From an optimization exercise on the open Yosys and OpenROAD flow, aimed at small area, a short achievable clock period and few clock cycles; shortcuts taken in it are not production practice. In this exercise RTL edits were held to simulation tests only and were not proved equivalent to the original. No activity file was given, so power comes from the tool's default toggle rates.

==> flow/design.v <==
module rune512_codec #(
    parameter P = 64,    
    parameter S = 59     
) (
    input  wire        clk,
    input  wire        rst,
    input  wire        cmd_valid,
    output wire        cmd_ready,
    input  wire [2:0]  cmd_op,
    input  wire        cmd_pfx,
    input  wire        cmd_emptyok,
    input  wire        in_valid,
    output wire        in_ready,
    input  wire [11:0] in_data,
    output wire        out_valid,
    input  wire        out_ready,
    output wire [9:0]  out_data,
    output wire        done,
    output reg  [3:0]  err,
    output reg         shortsub,
    output wire [15:0] result,
    output wire [7:0]  consumed,
    output wire [7:0]  outlen
);
    localparam [2:0] ST_IDLE = 3'd0,
                     ST_BIN  = 3'd1,    
                     ST_TIN  = 3'd2,    
                     ST_OUT  = 3'd3,    
                     ST_FIN  = 3'd4;    
    reg [2:0]  state;
    reg        cmd_ready_r;
    reg        done_r;
    reg        op_enc, op_dec, pfx, emptyok;
    reg        in_ready_r;
    reg [5:0]  lag;
    reg        iv;
    reg [11:0] id;
    reg [575:0] ring;
    reg [15:0] crc;           
    reg [15:0] spec;          
    reg [6:0]  nb;            
    reg        over;
    reg [7:0]  acc;           
    reg [3:0]  lo;            
    reg        p0;            
    reg        tok_seen, pfx_bad, stopped, cap;
    reg [5:0]  vcnt;          
    reg [16:0] hdr;
    reg [6:0]  mb;            
    reg [5:0]  cons;
    reg        ov, last_r;
    reg [9:0]  od;
    reg [6:0]  rem;           
    reg [6:0]  oln;
    reg [1:0]  ost;           
    reg [8:0]  rd;            
    reg [5:0]  tap;           
    reg [2:0]  hm;            
    reg [7:0]  bb;            
    reg [3:0]  bn;            
    assign cmd_ready = cmd_ready_r;
    assign in_ready  = in_ready_r;
    assign out_valid = ov;
    assign out_data  = od;
    assign done      = done_r;
    assign result    = crc;
    assign consumed  = {2'b00, cons};
    assign outlen    = {1'b0, oln};
    wire cmd_fire = cmd_valid & cmd_ready_r;
    wire in_move  = in_valid & in_ready_r;
    wire in_end   = op_dec ? in_data[11] : in_data[8];
    wire legal    = (cmd_op == 3'd0) | (cmd_op == 3'd1) | (cmd_op == 3'd2);
    wire        v1   = (vcnt == 6'd1);
    wire [8:0]  cin  = op_dec ? (v1 ? {8'd0, id[0]} : id[8:0]) : {id[7:0], 1'b0};
    wire [15:0] ch [0:9];
    assign ch[0] = crc;
    genvar g;
    generate
        for (g = 0; g < 9; g = g + 1) begin : g_chain
            wire fb = ch[g][15] ^ cin[8-g];
            assign ch[g+1] = {ch[g][14:0], 1'b0} ^ (fb ? 16'h1021 : 16'h0000);
        end
    endgenerate
    wire [2:0]  vm     = vcnt[2:0];
    wire        parity_d = hdr[16];
    reg  [15:0] spec_n;
    always @(*) begin
        case (vm)
        3'd0: spec_n = parity_d ? ch[1] : ch[9];
        3'd1: spec_n = ch[8];
        3'd2: spec_n = ch[7];
        3'd3: spec_n = ch[6];
        3'd4: spec_n = ch[5];
        3'd5: spec_n = ch[4];
        3'd6: spec_n = ch[3];
        default: spec_n = ch[2];
        endcase
    end
    wire [7:0]  ibyte = id[8] ? 8'd0 : id[7:0];
    wire [15:0] comb  = {acc, ibyte};
    reg  [8:0]  sym;
    always @(*) begin
        case (lo)
        4'd1: sym = comb[8:0];
        4'd2: sym = comb[9:1];
        4'd3: sym = comb[10:2];
        4'd4: sym = comb[11:3];
        4'd5: sym = comb[12:4];
        4'd6: sym = comb[13:5];
        4'd7: sym = comb[14:6];
        default: sym = comb[15:7];
        endcase
    end
    wire t_end   = id[11];
    wire t_sent  = id[10];
    wire t_valid = id[9];
    wire run_tok = iv & op_dec & ~t_end & ~(~tok_seen & pfx) &
                   ~(pfx_bad | stopped | cap) & t_valid & (vcnt != S);
    wire       wr    = op_dec ? run_tok : iv;
    wire [8:0] wdata = op_dec ? id[8:0] : sym;
    wire [8:0] rtap  = ring[tap*9 +: 9];
    wire eval     = iv & (op_dec ? t_end : id[8]);
    wire enc_go   = ~op_dec & op_enc & ~over;
    wire [6:0] enc_tot_m1 = rem + {6'd0, lo != 4'd0};    
    wire dec_err1 = ~tok_seen & ~(~pfx & emptyok);
    wire dec_crc_ok = (spec == hdr[15:0]);
    wire dec_ok   = ~tok_seen ? 1'b0 :
                    (~pfx_bad & ~cap & (vcnt > 6'd1) & dec_crc_ok);
    wire dec_adj  = (vm == 3'd1) & parity_d;
    wire dec_m0   = (mb == 7'd0);
    wire [6:0] dec_m_m1 = mb - 7'd1 - {6'd0, dec_adj};
    wire go       = eval & (op_dec ? (dec_ok & ~dec_m0) : enc_go);
    wire in_out   = (state == ST_OUT);
    wire rem_nz   = (rem != 7'd0);
    wire ld       = (in_out ? rem_nz : go) & (~ov | out_ready);
    wire [16:0] c17 = {bb, rd};
    reg  [7:0]  dbyte;
    always @(*) begin
        case (bn)
        4'd0: dbyte = c17[8:1];
        4'd1: dbyte = c17[9:2];
        4'd2: dbyte = c17[10:3];
        4'd3: dbyte = c17[11:4];
        4'd4: dbyte = c17[12:5];
        4'd5: dbyte = c17[13:6];
        4'd6: dbyte = c17[14:7];
        4'd7: dbyte = c17[15:8];
        default: dbyte = c17[16:9];
        endcase
    end
    wire parity_e = (lo == 4'd1);
    reg  [9:0] enext;
    always @(*) begin
        case (ost)
        2'd0: enext = 10'h200;
        2'd1: enext = {1'b0, parity_e, crc[15:8]};
        2'd2: enext = {1'b0, crc[7:0], p0};
        default: enext = {1'b0, rd};
        endcase
    end
    wire [9:0] onext   = op_dec ? {2'b00, dbyte} : enext;
    wire       consume = ld & (op_dec ? (bn != 4'd8) : (ost == 2'd3));
    integer k;
    always @(posedge clk) begin
        id   <= in_data;
        ring <= {ring[566:0], (wr ? wdata : ring[575:567])};
        if (rst) begin
            state       <= ST_IDLE;
            cmd_ready_r <= 1'b1;
            done_r      <= 1'b0;
            in_ready_r  <= 1'b0;
            iv          <= 1'b0;
            ov          <= 1'b0;
        end else begin
            iv <= in_move;
            if (cmd_fire) begin
                in_ready_r <= legal;
                lag        <= 6'd0;
            end else if (in_move) begin
                in_ready_r <= ~in_end;
                lag        <= 6'd0;
            end else begin
                in_ready_r <= ~in_ready_r & (state == ST_BIN || state == ST_TIN) & (lag == 6'd63);
                lag        <= lag + 6'd1;
            end
            if (ld) begin
                ov <= 1'b1;
                od <= onext;
            end else if (out_ready) begin
                ov <= 1'b0;
            end
            case (state)
            ST_IDLE: begin
                if (cmd_fire) begin
                    cmd_ready_r <= 1'b0;
                    op_enc   <= (cmd_op == 3'd0);
                    op_dec   <= (cmd_op == 3'd1);
                    pfx      <= cmd_pfx;
                    emptyok  <= cmd_emptyok;
                    err      <= legal ? 4'd0 : 4'd6;
                    shortsub <= 1'b0;
                    crc      <= 16'd0;
                    spec     <= 16'd0;
                    nb       <= 7'd0;
                    over     <= 1'b0;
                    lo       <= 4'd0;
                    p0       <= 1'b0;
                    tok_seen <= 1'b0;
                    pfx_bad  <= 1'b0;
                    stopped  <= 1'b0;
                    cap      <= 1'b0;
                    vcnt     <= 6'd0;
                    mb       <= 7'd0;
                    cons     <= 6'd0;
                    rem      <= {6'd0, cmd_pfx} + 7'd1;
                    oln      <= 7'd0;
                    ost      <= cmd_pfx ? 2'd0 : 2'd1;
                    hm       <= 3'd2;
                    tap      <= (cmd_op == 3'd1) ? (6'd59 - {5'd0, cmd_pfx}) : 6'd60;
                    if (cmd_op == 3'd1)      state <= ST_TIN;
                    else if (legal)          state <= ST_BIN;
                    else begin
                        state  <= ST_FIN;
                        done_r <= 1'b1;
                    end
                end
            end
            ST_BIN, ST_TIN: begin
                tap <= tap + 6'd1;
                if (iv && !op_dec) begin
                    if (id[8]) begin
                        if (over) begin
                            err    <= 4'd8;
                            state  <= ST_FIN;
                            done_r <= 1'b1;
                        end else if (!op_enc) begin
                            state  <= ST_FIN;
                            done_r <= 1'b1;
                        end else begin
                            state <= ST_OUT;
                            rem   <= enc_tot_m1;
                            last_r <= 1'b0;
                            if (nb == 7'd1) rd <= sym;
                        end
                    end else if (nb == P) begin
                        over <= 1'b1;
                        crc  <= 16'd0;
                    end else begin
                        nb  <= nb + 7'd1;
                        crc <= ch[8];
                        acc <= id[7:0];
                        if (nb == 7'd0) begin
                            lo <= 4'd7;
                            p0 <= id[7];
                        end else begin
                            if (nb == 7'd1) rd <= sym;
                            if (lo == 4'd0) lo <= 4'd8;
                            else begin
                                lo  <= lo - 4'd1;
                                rem <= rem + 7'd1;
                            end
                        end
                    end
                end
                if (iv && op_dec) begin
                    if (t_end) begin
                        if (!tok_seen) begin
                            err   <= dec_err1 ? 4'd1 : 4'd0;
                            state <= ST_FIN; done_r <= 1'b1;
                        end else if (pfx_bad) begin
                            err   <= 4'd2;
                            state <= ST_FIN; done_r <= 1'b1;
                        end else if (cap) begin
                            err   <= 4'd8;
                            state <= ST_FIN; done_r <= 1'b1;
                        end else if (vcnt == 6'd0) begin
                            err      <= 4'd3;
                            shortsub <= 1'b1;
                            state <= ST_FIN; done_r <= 1'b1;
                        end else if (vcnt == 6'd1) begin
                            err   <= 4'd3;
                            state <= ST_FIN; done_r <= 1'b1;
                        end else if (!dec_crc_ok) begin
                            err   <= 4'd5;
                            state <= ST_FIN; done_r <= 1'b1;
                        end else begin
                            crc  <= hdr[15:0];
                            cons <= vcnt + {5'd0, pfx};
                            if (dec_m0) begin
                                state <= ST_FIN; done_r <= 1'b1;
                            end else begin
                                state  <= ST_OUT;
                                rem    <= dec_m_m1;
                                last_r <= 1'b0;
                            end
                        end
                        if (!dec_ok) crc <= 16'd0;
                    end else begin
                        tok_seen <= 1'b1;
                        if (!tok_seen && pfx) begin
                            pfx_bad <= ~t_sent;
                        end else if (pfx_bad || stopped || cap) begin
                        end else if (!t_valid) begin
                            stopped <= 1'b1;
                        end else if (vcnt == S) begin
                            cap <= 1'b1;
                        end else begin
                            vcnt <= vcnt + 6'd1;
                            if (vcnt == 6'd0) hdr[16:8] <= id[8:0];
                            if (vcnt == 6'd1) begin
                                hdr[7:0] <= id[8:1];
                                bb       <= id[7:0];
                                bn       <= 4'd1;
                                mb       <= 7'd0;
                            end
                            if (vcnt >= 6'd1) begin
                                crc  <= ch[9];
                                spec <= spec_n;
                            end
                            if (vcnt >= 6'd2)
                                mb <= mb + ((vm == 3'd0) ? 7'd2 : 7'd1);
                            if (vcnt == 6'd2) rd <= id[8:0];
                        end
                    end
                end
            end
            ST_OUT: begin
                if (ov && out_ready && last_r) begin
                    state  <= ST_FIN;
                    done_r <= 1'b1;
                end
            end
            ST_FIN: begin
                done_r      <= 1'b0;
                cmd_ready_r <= 1'b1;
                state       <= ST_IDLE;
            end
            default: state <= ST_IDLE;
            endcase
            if (state == ST_OUT || ((state == ST_BIN || state == ST_TIN) && go)) begin
                if (state == ST_OUT) tap <= tap + 6'd1;
                if (ld) begin
                    oln <= oln + 7'd1;
                    if (state == ST_OUT) begin
                        rem    <= rem - 7'd1;
                        last_r <= (rem == 7'd1);
                    end else begin
                        last_r <= op_dec ? (dec_m_m1 == 7'd0) : 1'b0;
                    end
                    if (!op_dec && ost != 2'd3) ost <= ost + 2'd1;
                    if (op_dec) begin
                        if (bn == 4'd8) bn <= 4'd0;
                        else begin
                            bb <= rd[7:0];
                            bn <= bn + 4'd1;
                        end
                    end
                end
                if (consume) begin
                    rd <= rtap;
                    if (!op_dec && hm == 3'd7) begin
                        hm  <= 3'd0;
                        tap <= tap - 6'd1;     
                    end else begin
                        hm  <= hm + 3'd1;
                        tap <= tap;            
                    end
                end
            end
        end
    end
endmodule
==> flow/run.sh <==
#!/bin/bash
# synth_recipe.tcl (not shown) runs the flow's synth.tcl, then flattens the netlist and writes it again
# the make line also repeats each setting of config.mk as NAME=value (left out here)
make -C /OpenROAD-flow-scripts/flow DESIGN_CONFIG=/design/flow/config.mk WORK_HOME=/design/flow/orfs CLKGATE_MAP_FILE= SYNTH_SCRIPT=/design/flow/synth_recipe.tcl finish
==> flow/config.mk <==
export PLATFORM = sky130hd
export DESIGN_NAME = rune512_codec
export DESIGN_NICKNAME = rune512_codec
export VERILOG_FILES = /design/flow/design.v
export SDC_FILE = /design/flow/constraint.sdc
export NUM_CORES = 4
export LEC_CHECK = 0
export CAP_MARGIN = 20
export CORE_MARGIN = 2
export CORE_UTILIZATION = 40
export PLACE_DENSITY = 0.6
export SETUP_SLACK_MARGIN = 5
export SLEW_MARGIN = 20
==> flow/constraint.sdc <==
create_clock -name core_clock -period 8.0 [get_ports {clk}]
set_input_delay 1.6000 -clock core_clock [delete_from_list [all_inputs] [get_ports {clk}]]
set_output_delay 1.6000 -clock core_clock [all_outputs]
set_load 0.01 [all_outputs]
==> results of run 1 <==
## worst max path at each step
| stage | endpoint | slack, ns | cells past startpoint |
|---|---|---|---|
| after floorplan | mb[0] | 4.73 | 6 |
| after global placement | mb[2] | 3.58 | 7 |
| after detailed placement | mb[5] | 3.50 | 7 |
| after CTS | spec[12] | 4.95 | 9 |
| after global routing | spec[12] | 4.85 | 9 |
| final | spec[13] | 4.88 | 9 |
## worst max-delay path: cells and delay by family (launching register included)
family	cells	cell delay, ns
xor gates and xnor gates	3	0.74
buffers and inverters	1	0.15
DFF	1	0.42
and+or+nand+nor	2	0.82
AOI/OAI and AO/OA	3	0.71
## area by class of cell
class | count | area (um^2)
timing repair inverter | 2 | 12.5
clock inverter | 25 | 352
inverter | 40 | 164
timing repair buffer | 235 | 2330
sequential | 761 | 16900
fill | 6241 | 36900
tap | 959 | 1200
clock buffer | 120 | 2360
multi-input combinational | 1314 | 12400
## power breakdown
| group | switching [W] | internal [W] | leakage [nW] |
|---|---|---|---|
| sequential | 0.0000913 | 0.00402 | 6.39 |
| combinational | 0.000649 | 0.000515 | 5.35 |
| clock | 0.00155 | 0.00220 | 1.33 |
| total | 0.00229 | 0.00674 | 13.1 |
## stage by stage
stage | power, W | utilization
finish | 0.00902 | 0.492
global route | 0.00933 | 0.492
CTS | 0.00897 | 0.481
detailed placement | 0.00507 | 0.424
global placement | 0.00506 | 0.424
floorplan | 0.00478 | -
## cells in the final DEF (no fill, tap or decap), drive strengths merged, types with 8 or more instances in the layout
master         instances
dfxtp                596
mux4                 189
edfxtp               165
buf                  162
nor2                 147
clkbuf               125
nand2                116
o21ai                112
a21oi                106
xnor2                 59
a22oi                 52
nand3                 46
inv                   40
mux2i                 37
ha                    34
dlygate4sd2           32
xor2                  31
nor3                  30
a221oi                28
o211ai                25
o22ai                 25
nand2b                21
nand4                 20
mux2                  20
nor2b                 20
clkdlybuf4s50         19
a31oi                 18
clkinv                18
and3                  17
clkdlybuf4s15         17
and2                  16
a211oi                13
a222oi                12
nor4                  11
a221o                 10
o22a                   9
or2                    8
## cell families after synthesis
kind of cell,synth area share
other,0.000128
muxes,0.166
DFF,0.579
adders and majority gates,0.0153
buffers and inverters,0.0268
and+or+nand+nor,0.0772
xor gates and xnor gates,0.0298
AOI/OAI and AO/OA,0.106
## synth_stat cells, types with 5 or more instances
master	number
a211oi_1	13
a21oi_1	106
buf_1	26
o22a_1	9
ha_1	34
inv_1	39
nand3_1	46
nor2b_1	20
mux2_2	19
clkbuf_1	123
a221oi_1	28
nand2_1	115
nor4_1	10
and2_1	15
o211ai_1	25
and4_1	5
dfxtp_1	596
a222oi_1	12
o22ai_1	25
nor2_1	145
edfxtp_1	165
o21ai_0	100
mux2i_1	37
o21ai_1	10
nor3_1	30
a221o_1	10
nand4_1	20
xor2_1	27
a31oi_1	17
a22oi_1	52
nor3b_1	5
nand2b_1	21
and3_1	17
xnor2_1	55
mux4_2	189
or2_2	8
## sequential cells by signal, summed over array words and instances (netlist names), 6 cells and up
| signal | flops |
|---|---|
| hdr | 17 |
| acc | 8 |
| rd | 9 |
| bb | 8 |
| nb | 7 |
| rem | 7 |
| ring | 576 |
| spec | 16 |
| oln | 7 |
| mb | 7 |
| od | 10 |
| tap | 6 |
| lag | 6 |
| cons | 6 |
| vcnt | 6 |
| id | 12 |
| crc | 16 |
## layer usage
layer	wire length (um)	GRT usage	part of all wire	up-vias
li1	-	-	-	8884
met3	5770	0.0410	0.073	170
met2	36200	0.320	0.46	798
met1	34500	0.285	0.44	10000
met5	0	0	0	-
met4	2620	0.0772	0.033	0
## timing repair
action / 4_1_cts / 5_1_grt
pin swaps: 30 / 32
hold buffers: 0 / 0
endpoints found under the setup margin: 297 / 76
resized for setup: 165 / 79
setup buffers: 89 / 36
cloned: 10 / 6
==> impl_metrics.env, run 1 <==
export IMPL_outcome="finished clean"
export IMPL_ys_warn_count=1
export IMPL_wl_per_cell_um=22.9
export IMPL_grt_pass1_wl_mm=120
export IMPL_worstHoldPathType="reg -> reg"
export IMPL_htree_levels=3
export IMPL_clock_path_buffers=3
export IMPL_criticalPathCategory="reg -> reg"
export IMPL_cts_sinks=761
export IMPL_syn_area_per_cell_um2=12.9
export IMPL_worst_slew_pin_slew_ns=1.11
export IMPL_ys_seq_area_frac=0.579
export IMPL_cts_inserted_buffers=78
export IMPL_dp_cells=3170
export IMPL_cts_tree="done"
export IMPL_slowest_stage="or4_4"
export IMPL_grt_max_degree=150
export IMPL_port_buffer_count=69
export IMPL_synth_area_leader_cell="dfxtp_1"
export IMPL_cp_max_fo=7
export IMPL_boundaryPins=73
export IMPL_worstHoldPathCells=0
export IMPL_synth_top_area_frac=0.409
export IMPL_maxCapViolCount=0
export IMPL_finClkSkew_ns=0.0366
export IMPL_row_count=99
export IMPL_critPathLaunchType="flop"
export IMPL_nets=2489
export IMPL_pwr_density_cell_mw_per_mm2=253
export IMPL_cts_clk_slew_worst_paths_ns=0.07
export IMPL_clk_insertion_delay_late_ns=0.63
export IMPL_antenna_found_initial=0
export IMPL_worst_ep_required_time_ns=8.34
export IMPL_antenna_cells=0
export IMPL_crit_start="vcnt[5]"
export IMPL_netlist_area_mm2=0.0292
export IMPL_syn_to_final_growth_pct=22.3
export IMPL_wl_mm=79.1
export IMPL_grt_pass1_vias=19600
export IMPL_synth_top_cells_by_area="dfxtp_1 41%, edfxtp_1 17%, mux4_2 15%, nor2_1 1.9%, a21oi_1 1.8%"
export IMPL_initial_core_util=0.402
export IMPL_cp_cell_sequence="or4_4 -> o21ai_4 -> buf_12 -> xnor2_4 -> xnor3_2 -> xor2_2 -> a21oi_2 -> nand4_1 -> o221a_1"
export IMPL_gp_congestion=0.918
export IMPL_hold_path_end="ring[425]"
export IMPL_coreArea_mm2=0.0726
export IMPL_p_leak_nw=13.1
export IMPL_drt_iter0_drc=2054
export IMPL_max_stage_delay_ns=0.68
export IMPL_hold_viol_final=0
export IMPL_async_flop_share=0
export IMPL_ys_ff_latch=761
export IMPL_overflow=0
export IMPL_maxSlewViolCount=0
export IMPL_grt_usage=0.206
export IMPL_final_area_mm2=0.0357
export IMPL_synth_main_ff_cell="dfxtp_1"
export IMPL_reg2reg_to="spec[13]"
export IMPL_hpwlAfterDp_mm=48.4
export IMPL_crit_reg2reg_launch="vcnt[5]"
export IMPL_vias=19900
export IMPL_placed_area_mm2=0.0308
export IMPL_r2r_cells=9
export IMPL_cp_data_arrival_time_ns=3.46
export IMPL_layout_setup_ws_ns=4.88
export IMPL_fp_dieW_um=274
export IMPL_drive_gt1_frac=0.261
export IMPL_dieHeight_um=274
export IMPL_synth_edf_count=165
export IMPL_synth_cells=2269
export IMPL_final_antenna_net_count=0
export IMPL_final_cells=3456
export IMPL_drc=0
export IMPL_hold_worst_slack_ns=0.331
export IMPL_first_pass_iters=9
export IMPL_viasPerCell=5.75
export IMPL_die_area_mm2=0.0751
export IMPL_setup_viol=0
export IMPL_finalCritPeriodShare=0.390
export IMPL_ir_worst_vdd_mv=0.149
export IMPL_min_period_ns=3.12
export IMPL_max_freq_mhz=321
export IMPL_rrSetupSlack_ns=4.88
export IMPL_rsz0062_at_grt="true"
export IMPL_ys_types=84
export IMPL_cts_root_buffer="clkbuf_16"
export IMPL_cp_end_kind="flop"
export IMPL_dp_slack_ns=3.50
export IMPL_worstHoldStart="ring[416]"
export IMPL_max_slew_margin=0.260
export IMPL_timing_setup_tns_ns=0
Testbench counts, summed over its fixed seeds: cycles 11,683.
==> run 2: changes to the inputs <==
--- a/flow/config.mk
+++ b/flow/config.mk
@@ -7,2 +7,3 @@
 export LEC_CHECK = 0
+export ABC_CLOCK_PERIOD_IN_PS = 3000
 export CAP_MARGIN = 20
==> run 2 against run 1 <==
Against the previous run:
- still clean on timing, DRC and antenna
- hold slack did not move
- combinational power barely moved
- clock skew did not move
- sequential cell count did not move
- fmax did not move
- die area did not move
- global-route usage did not move
- synthesized cell count did not move
- largest cell class unchanged
- largest power group unchanged
==> impl_metrics.env, run 2 <==
export IMPL_worstHoldPathType="reg -> reg"
export IMPL_cp_max_fo=7
export IMPL_rsz0062_at_grt="true"
export IMPL_synth_top_cells_by_area="dfxtp_1 41%, edfxtp_1 17%, mux4_2 15%, nor2_1 1.9%, a21oi_1 1.8%"
export IMPL_maxCapViolCount=0
export IMPL_synth_cells=2269
export IMPL_wl_per_cell_um=22.9
export IMPL_setup_viol=0
export IMPL_drt_iter0_drc=2054
export IMPL_ys_warn_count=1
export IMPL_die_area_mm2=0.0751
export IMPL_ys_types=84
export IMPL_viasPerCell=5.75
export IMPL_vias=19900
export IMPL_p_int_w=0.00674
export IMPL_drive_gt1_frac=0.261
export IMPL_max_slew_margin=0.260
export IMPL_ir_worst_vdd_mv=0.149
export IMPL_fp_dieW_um=274
export IMPL_finalCritPeriodShare=0.390
export IMPL_outcome="finished clean"
export IMPL_async_flop_share=0
export IMPL_largest_reg_flops=576
export IMPL_cts_tree="done"
export IMPL_critPathLaunchType="flop"
export IMPL_post_synth_top_count_cell="dfxtp_1"
export IMPL_clk_insertion_delay_late_ns=0.63
export IMPL_r2r_cells=9
export IMPL_seqPwrFrac=0.456
export IMPL_coreArea_mm2=0.0726
export IMPL_largest_register="ring"
export IMPL_boundaryPins=73
export IMPL_p_leak_nw=13.1
export IMPL_hold_worst_slack_ns=0.331
export IMPL_netlist_area_mm2=0.0292
export IMPL_cts_sinks=761
export IMPL_hold_path_end="ring[425]"
export IMPL_rrSetupSlack_ns=4.88
export IMPL_overflow=0
export IMPL_layout_common_cells="591 x dfxtp_1, 189 x mux4_2, 165 x edfxtp_1"
export IMPL_layout_commonest_cell="dfxtp_1"
export IMPL_htree_levels=3
export IMPL_wl_mm=79.1
export IMPL_crit_reg2reg_launch="vcnt[5]"
export IMPL_drc=0
export IMPL_comb_power_share=0.129
export IMPL_final_antenna_net_count=0
export IMPL_dieHeight_um=274
export IMPL_finClkSkew_ns=0.0366
export IMPL_worstHoldStart="ring[416]"
export IMPL_grt_pass1_vias=19600
export IMPL_pwr_share_clk=0.415
export IMPL_final_area_mm2=0.0357
export IMPL_synth_top_area_frac=0.409
export IMPL_cp_data_arrival_time_ns=3.46
export IMPL_min_period_ns=3.12
export IMPL_hold_viol_final=0
export IMPL_timing_setup_tns_ns=0
export IMPL_max_freq_mhz=321
export IMPL_grt_usage=0.206
export IMPL_cts_root_buffer="clkbuf_16"
export IMPL_p_sw_frac=0.253
export IMPL_p_switching_w=0.00229
export IMPL_row_count=99
export IMPL_nets=2489
export IMPL_port_buffer_count=69
export IMPL_grt_max_degree=150
export IMPL_ys_seq_area_frac=0.579
export IMPL_criticalPathCategory="reg -> reg"
export IMPL_worst_slew_pin_slew_ns=1.11
export IMPL_largestRegisters="ring x576, hdr x17"
export IMPL_grt_pass1_wl_mm=120
export IMPL_cts_clk_slew_worst_paths_ns=0.07
export IMPL_antenna_found_initial=0
export IMPL_initial_core_util=0.402
export IMPL_worstHoldPathCells=0
export IMPL_clock_path_buffers=3
export IMPL_cp_end_kind="flop"
export IMPL_antenna_cells=0
export IMPL_syn_area_per_cell_um2=12.9
export IMPL_cts_inserted_buffers=78
export IMPL_yosys_top_cells_count="596 x dfxtp_1, 189 x mux4_2, 165 x edfxtp_1"
export IMPL_syn_to_final_growth_pct=22.3
export IMPL_synth_area_leader_cell="dfxtp_1"
export IMPL_placed_area_mm2=0.0308
export IMPL_synth_edf_count=165
export IMPL_worst_ep_required_time_ns=8.34
export IMPL_ys_ff_latch=761
export IMPL_gp_congestion=0.918
export IMPL_maxSlewViolCount=0
export IMPL_pwr_density_cell_mw_per_mm2=253
export IMPL_reg2reg_to="spec[13]"
export IMPL_first_pass_iters=9
export IMPL_synth_main_ff_cell="dfxtp_1"
export IMPL_hpwlAfterDp_mm=48.4
-- run 2: cell counts after synthesis --
Identical to the previous run, type by type.
-- run 2: repair_timing --
item                       4_1_cts  5_1_grt
pin swaps                       30       32
setup endpoints to repair      297       76
gates cloned                    10        6
hold buffers                     0        0
setup buffers                   89       36
hold endpoints to repair         0        0
gates resized for setup        165       79
-- run 2: final cells by class --
| type | count | area, um^2 |
|---|---|---|
| fill | 6241 | 36900 |
| sequential | 761 | 16900 |
| multi-input combinational | 1314 | 12400 |
| clock buffer | 120 | 2360 |
| timing repair buffer | 235 | 2330 |
| tap | 959 | 1200 |
| clock inverter | 25 | 352 |
| inverter | 40 | 164 |
| timing repair inverter | 2 | 12.5 |
-- run 2: worst max path at each step --
stage,start,to,slack [ns],cells past startpoint
CTS,vcnt[2],spec[12],4.95,9
detailed placement,cmd_valid,mb[5],3.50,7
finish,vcnt[5],spec[13],4.88,9
global route,vcnt[5],spec[12],4.85,9
global placement,cmd_valid,mb[2],3.58,7
floorplan,cmd_valid,mb[0],4.73,6
-- run 2: metal layers --
metal | routed length (um) | part of all wire | GRT usage
met1 | 34500 | 0.44 | 0.285
met2 | 36200 | 0.46 | 0.320
met3 | 5770 | 0.073 | 0.0410
met4 | 2620 | 0.033 | 0.0772
met5 | 0 | 0 | 0
-- run 2: critical path, stage by stage, from the launching register on --
cell and delay (ns):
edfxtp_1 0.42, or4_4 0.68, o21ai_4 0.29, buf_12 0.15, xnor2_4 0.14, xnor3_2 0.38
xor2_2 0.22, a21oi_2 0.16, nand4_1 0.14, o221a_1 0.26
-- run 2: power by group through the flow --
stage	clock [W]	combinational (W)	sequential, W
floorplan	0	0.000618	0.00416
CTS	0.00381	0.00105	0.00411
global placement	0	0.000850	0.00421
detailed placement	0	0.000856	0.00421
finish	0.00374	0.00116	0.00412
global route	0.00398	0.00123	0.00412
-- run 2: kinds of logic after synthesis --
logic type,Yosys count,share of synthesized area
muxes,246,0.166
buffers and inverters,199,0.0268
AOI/OAI and AO/OA,464,0.106
DFF,761,0.579
and+or+nand+nor,472,0.0772
xor gates and xnor gates,91,0.0298
adders and majority gates,35,0.0153
other,1,0.000128
-- run 2: metrics by stage --
step / util / std cells / setup slack [ns] / total power [W]
after floorplan: - / 2271 / 4.73 / 0.00478
after global placement: 0.424 / 3170 / 3.58 / 0.00506
after detailed placement: 0.424 / 3170 / 3.50 / 0.00507
after CTS: 0.481 / 3414 / 4.95 / 0.00897
after global routing: 0.492 / 3456 / 4.85 / 0.00933
final: 0.492 / 3456 / 4.88 / 0.00902
==> run 3: changes to the inputs <==
--- a/flow/config.mk
+++ b/flow/config.mk
@@ -7,3 +7,2 @@
 export LEC_CHECK = 0
-export ABC_CLOCK_PERIOD_IN_PS = 3000
 export CAP_MARGIN = 20
@@ -12,3 +11,2 @@
 export PLACE_DENSITY = 0.6
-export SETUP_SLACK_MARGIN = 5
 export SLEW_MARGIN = 20
==> run 3 against run 2 <==
Against the previous run:
- still clean
- fmax down 26%
- first-iteration DRC count fell by 13%
- synthesized area unchanged
- sequential power is essentially flat
- die area is the same
- clock-buffer cell count fell by 13
- clock skew shrank 0.0023 ns
- critical path type unchanged
- largest cell class unchanged
- largest power group unchanged
==> impl_metrics.env, run 3 <==
export IMPL_drive_gt1_frac=0.170
export IMPL_synth_top_area_frac=0.409
export IMPL_grt_usage=0.192
export IMPL_async_flop_share=0
export IMPL_grt_pass1_wl_mm=113
export IMPL_cp_end_kind="flop"
export IMPL_setup_viol=0
export IMPL_p_switching_w=0.00214
export IMPL_largestRegisters="ring x576, hdr x17"
export IMPL_cts_inserted_buffers=76
export IMPL_fp_dieW_um=274
export IMPL_ys_ff_latch=761
export IMPL_dp_slack_ns=3.47
export IMPL_rrSetupSlack_ns=3.80
export IMPL_final_area_mm2=0.0334
export IMPL_wl_per_cell_um=21.6
export IMPL_clock_path_buffers=3
export IMPL_finalCritPeriodShare=0.525
export IMPL_critPathLaunchType="flop"
export IMPL_placed_area_mm2=0.0307
export IMPL_cts_resized=0
export IMPL_slowest_stage="edfxtp_1"
export IMPL_cts_clk_slew_worst_paths_ns=0.07
export IMPL_cp_cell_sequence="buf_4 -> mux2_2 -> o21ai_1 -> xnor2_1 -> xor2_2 -> xor2_1 -> a222oi_1 -> and4_1 -> a221oi_1"
export IMPL_antenna_cells=0
export IMPL_timing_setup_tns_ns=0
export IMPL_antenna_found_initial=0
export IMPL_p_leak_nw=11.9
export IMPL_yosys_top_cells_count="596 x dfxtp_1, 189 x mux4_2, 165 x edfxtp_1"
export IMPL_cts_tree="done"
export IMPL_outcome="finished clean"
export IMPL_clk_insertion_delay_late_ns=0.63
export IMPL_final_cells=3311
export IMPL_ys_warn_count=1
export IMPL_final_antenna_net_count=0
export IMPL_worst_ep_required_time_ns=8.43
export IMPL_max_stage_delay_ns=0.98
export IMPL_rsz0062_at_grt="false"
export IMPL_fill_cells=6542
export IMPL_pwr_share_clk=0.425
export IMPL_hold_viol_final=0
export IMPL_pwr_density_cell_mw_per_mm2=259
export IMPL_boundaryPins=73
export IMPL_finClkSkew_ns=0.0344
export IMPL_max_slew_margin=0.282
export IMPL_largest_register="ring"
export IMPL_synth_cells=2269
export IMPL_reg2reg_to="spec[12]"
export IMPL_power_w=0.00865
export IMPL_post_cts_setup_buffer_count=0
export IMPL_layout_commonest_cell="dfxtp_1"
export IMPL_dieHeight_um=274
export IMPL_ys_types=84
export IMPL_dp_cells=3171
export IMPL_p_int_w=0.00651
export IMPL_ir_worst_vdd_mv=0.154
export IMPL_wl_mm=71.6
export IMPL_layout_setup_ws_ns=3.80
export IMPL_synth_main_ff_cell="dfxtp_1"
export IMPL_r2r_cells=9
export IMPL_critPathBufInv=1
export IMPL_crit_reg2reg_launch="op_dec"
export IMPL_cp_max_fo=37
export IMPL_post_synth_top_count_cell="dfxtp_1"
export IMPL_gp_congestion=0.980
export IMPL_syn_to_final_growth_pct=14.4
export IMPL_hold_path_end="ring[477]"
export IMPL_syn_area_per_cell_um2=12.9
export IMPL_maxCapViolCount=0
export IMPL_layout_common_cells="596 x dfxtp_1, 189 x mux4_2, 165 x edfxtp_1"
export IMPL_worstHoldPathType="reg -> reg"
export IMPL_coreArea_mm2=0.0726
export IMPL_cts_root_buffer="clkbuf_16"
export IMPL_worst_slew_pin_slew_ns=1.08
export IMPL_synth_area_leader_cell="dfxtp_1"
export IMPL_overflow=0
export IMPL_hpwlAfterDp_mm=46.4
export IMPL_nets=2347
export IMPL_comb_power_share=0.096
export IMPL_synth_edf_count=165
export IMPL_cts_sinks=761
export IMPL_worstHoldStart="ring[468]"
export IMPL_vias=18900
export IMPL_synth_top_cells_by_area="dfxtp_1 41%, edfxtp_1 17%, mux4_2 15%, nor2_1 1.9%, a21oi_1 1.8%"
export IMPL_largest_reg_flops=576
export IMPL_viasPerCell=5.72
export IMPL_ctsHoldBuffers=0
export IMPL_ys_seq_area_frac=0.579
export IMPL_p_sw_frac=0.247
export IMPL_worstHoldPathCells=0
export IMPL_grt_pass1_vias=19100
export IMPL_drt_iter0_drc=1777
export IMPL_grt_max_degree=97
export IMPL_die_area_mm2=0.0751
export IMPL_min_period_ns=4.20
export IMPL_initial_core_util=0.402
export IMPL_max_freq_mhz=238
export IMPL_drc=0
export IMPL_seqPwrFrac=0.479
export IMPL_htree_levels=3
export IMPL_criticalPathCategory="reg -> reg"
export IMPL_port_buffer_count=69
export IMPL_netlist_area_mm2=0.0292
export IMPL_critPathTopFamily="XOR/XNOR gates"
export IMPL_cp_data_arrival_time_ns=4.63
export IMPL_row_count=99
export IMPL_first_pass_iters=8
export IMPL_maxSlewViolCount=0
-- run 3: cell types whose count changed in the layout (fill, tap and decap cells not counted), moves of 12 or more --
cell             delta
xnor2_1            +15
dlygate4sd2_1      -32
clkdlybuf4s50_1    +50
a21oi_1            +12
buf_4              -97
buf_6              -14
a221oi_2           -12
a221oi_1           +12
clkdlybuf4s15_1    -15
-- run 3: power by group through the flow --
stage | Combinational [W] | Sequential (W) | Clock [W]
5_1_grt | 0.000900 | 0.00415 | 0.00392
4_1_cts | 0.000829 | 0.00414 | 0.00376
2_1_floorplan | 0.000611 | 0.00416 | 0
3_3_place_gp | 0.000822 | 0.00422 | 0
3_5_place_dp | 0.000825 | 0.00422 | 0
6_report | 0.000832 | 0.00414 | 0.00368
-- run 3: metal layers --
layer  global-route usage  vias to the layer above  wire, um
li1                     -                     8588         -
met1                0.260                     9468     31200
met2                0.304                      689     33300
met3               0.0329                      180      4240
met4               0.0801                        0      2850
met5                    0                        -         0
-- run 3: area by class of cell --
cell class	instances	area [um^2]	share of cell area
Sequential cell	761	16900	0.506
Timing Repair Buffer	100	940	0.0281
Clock inverter	33	437	0.0131
Multi-Input combinational cell	1311	11600	0.346
Clock buffer	107	2210	0.0663
Inverter	40	150	0.00450
Tap cell	959	1200	0.0359
-- run 3: worst max path at each step --
stage / start / end / slack, ns / cells after the start
CTS: op_dec / spec[12] / 3.88 / 9
global route: op_dec / spec[12] / 3.57 / 9
floorplan: cmd_valid / spec[0] / 3.45 / 5
finish: op_dec / spec[12] / 3.80 / 9
global placement: cmd_valid / mb[4] / 3.50 / 9
detailed placement: cmd_valid / mb[4] / 3.47 / 9
-- run 3: cells by family after synthesis --
logic type | Yosys count | synth area share
xor gates and xnor gates | 91 | 0.0298
DFF | 761 | 0.579
adders and majority gates | 35 | 0.0153
AOI/OAI and AO/OA | 464 | 0.106
other | 1 | 0.000128
muxes | 246 | 0.166
and+or+nand+nor | 472 | 0.0772
buffers and inverters | 199 | 0.0268
-- run 3: stage by stage --
| step | hold WS (ns) | util |
|---|---|---|
| CTS | 0.339 | 0.460 |
| finish | 0.332 | 0.460 |
| detailed placement | 0.331 | 0.423 |
| global placement | 0.331 | 0.423 |
| floorplan | 0.326 | - |
| global route | 0.338 | 0.460 |

==> afterwards: timing with drivers on the ports <==
No port has a modelled driver above. Below, the same layouts with a new extraction and two added sets of constraints.
Step 1: set_driving_cell puts a clkbuf_16 on clk and a buf_2 on each other input, an assumption about the parent block.
Step 2 times the ports against the registers' clock, not the clock port: input delays grow and output delays shrink by t, the midpoint of the rising clock arrivals with the driver on.
Slacks: ideal / step 1 / step 2; pairs: ideal / step 1.
| run | t, ns | slack for setup (ns) | worst register clock-pin slew, ns |
|---|---|---|---|
| run 1 | 0.673 | 4.883 / 4.883 / 4.383 | 0.07 / 0.07 |
| run 2 | 0.673 | 4.883 / 4.883 / 4.383 | 0.07 / 0.07 |
| run 3 | 0.675 | 3.801 / 3.801 / 3.439 | 0.07 / 0.07 |
After both steps setup and hold are still met in every run listed.
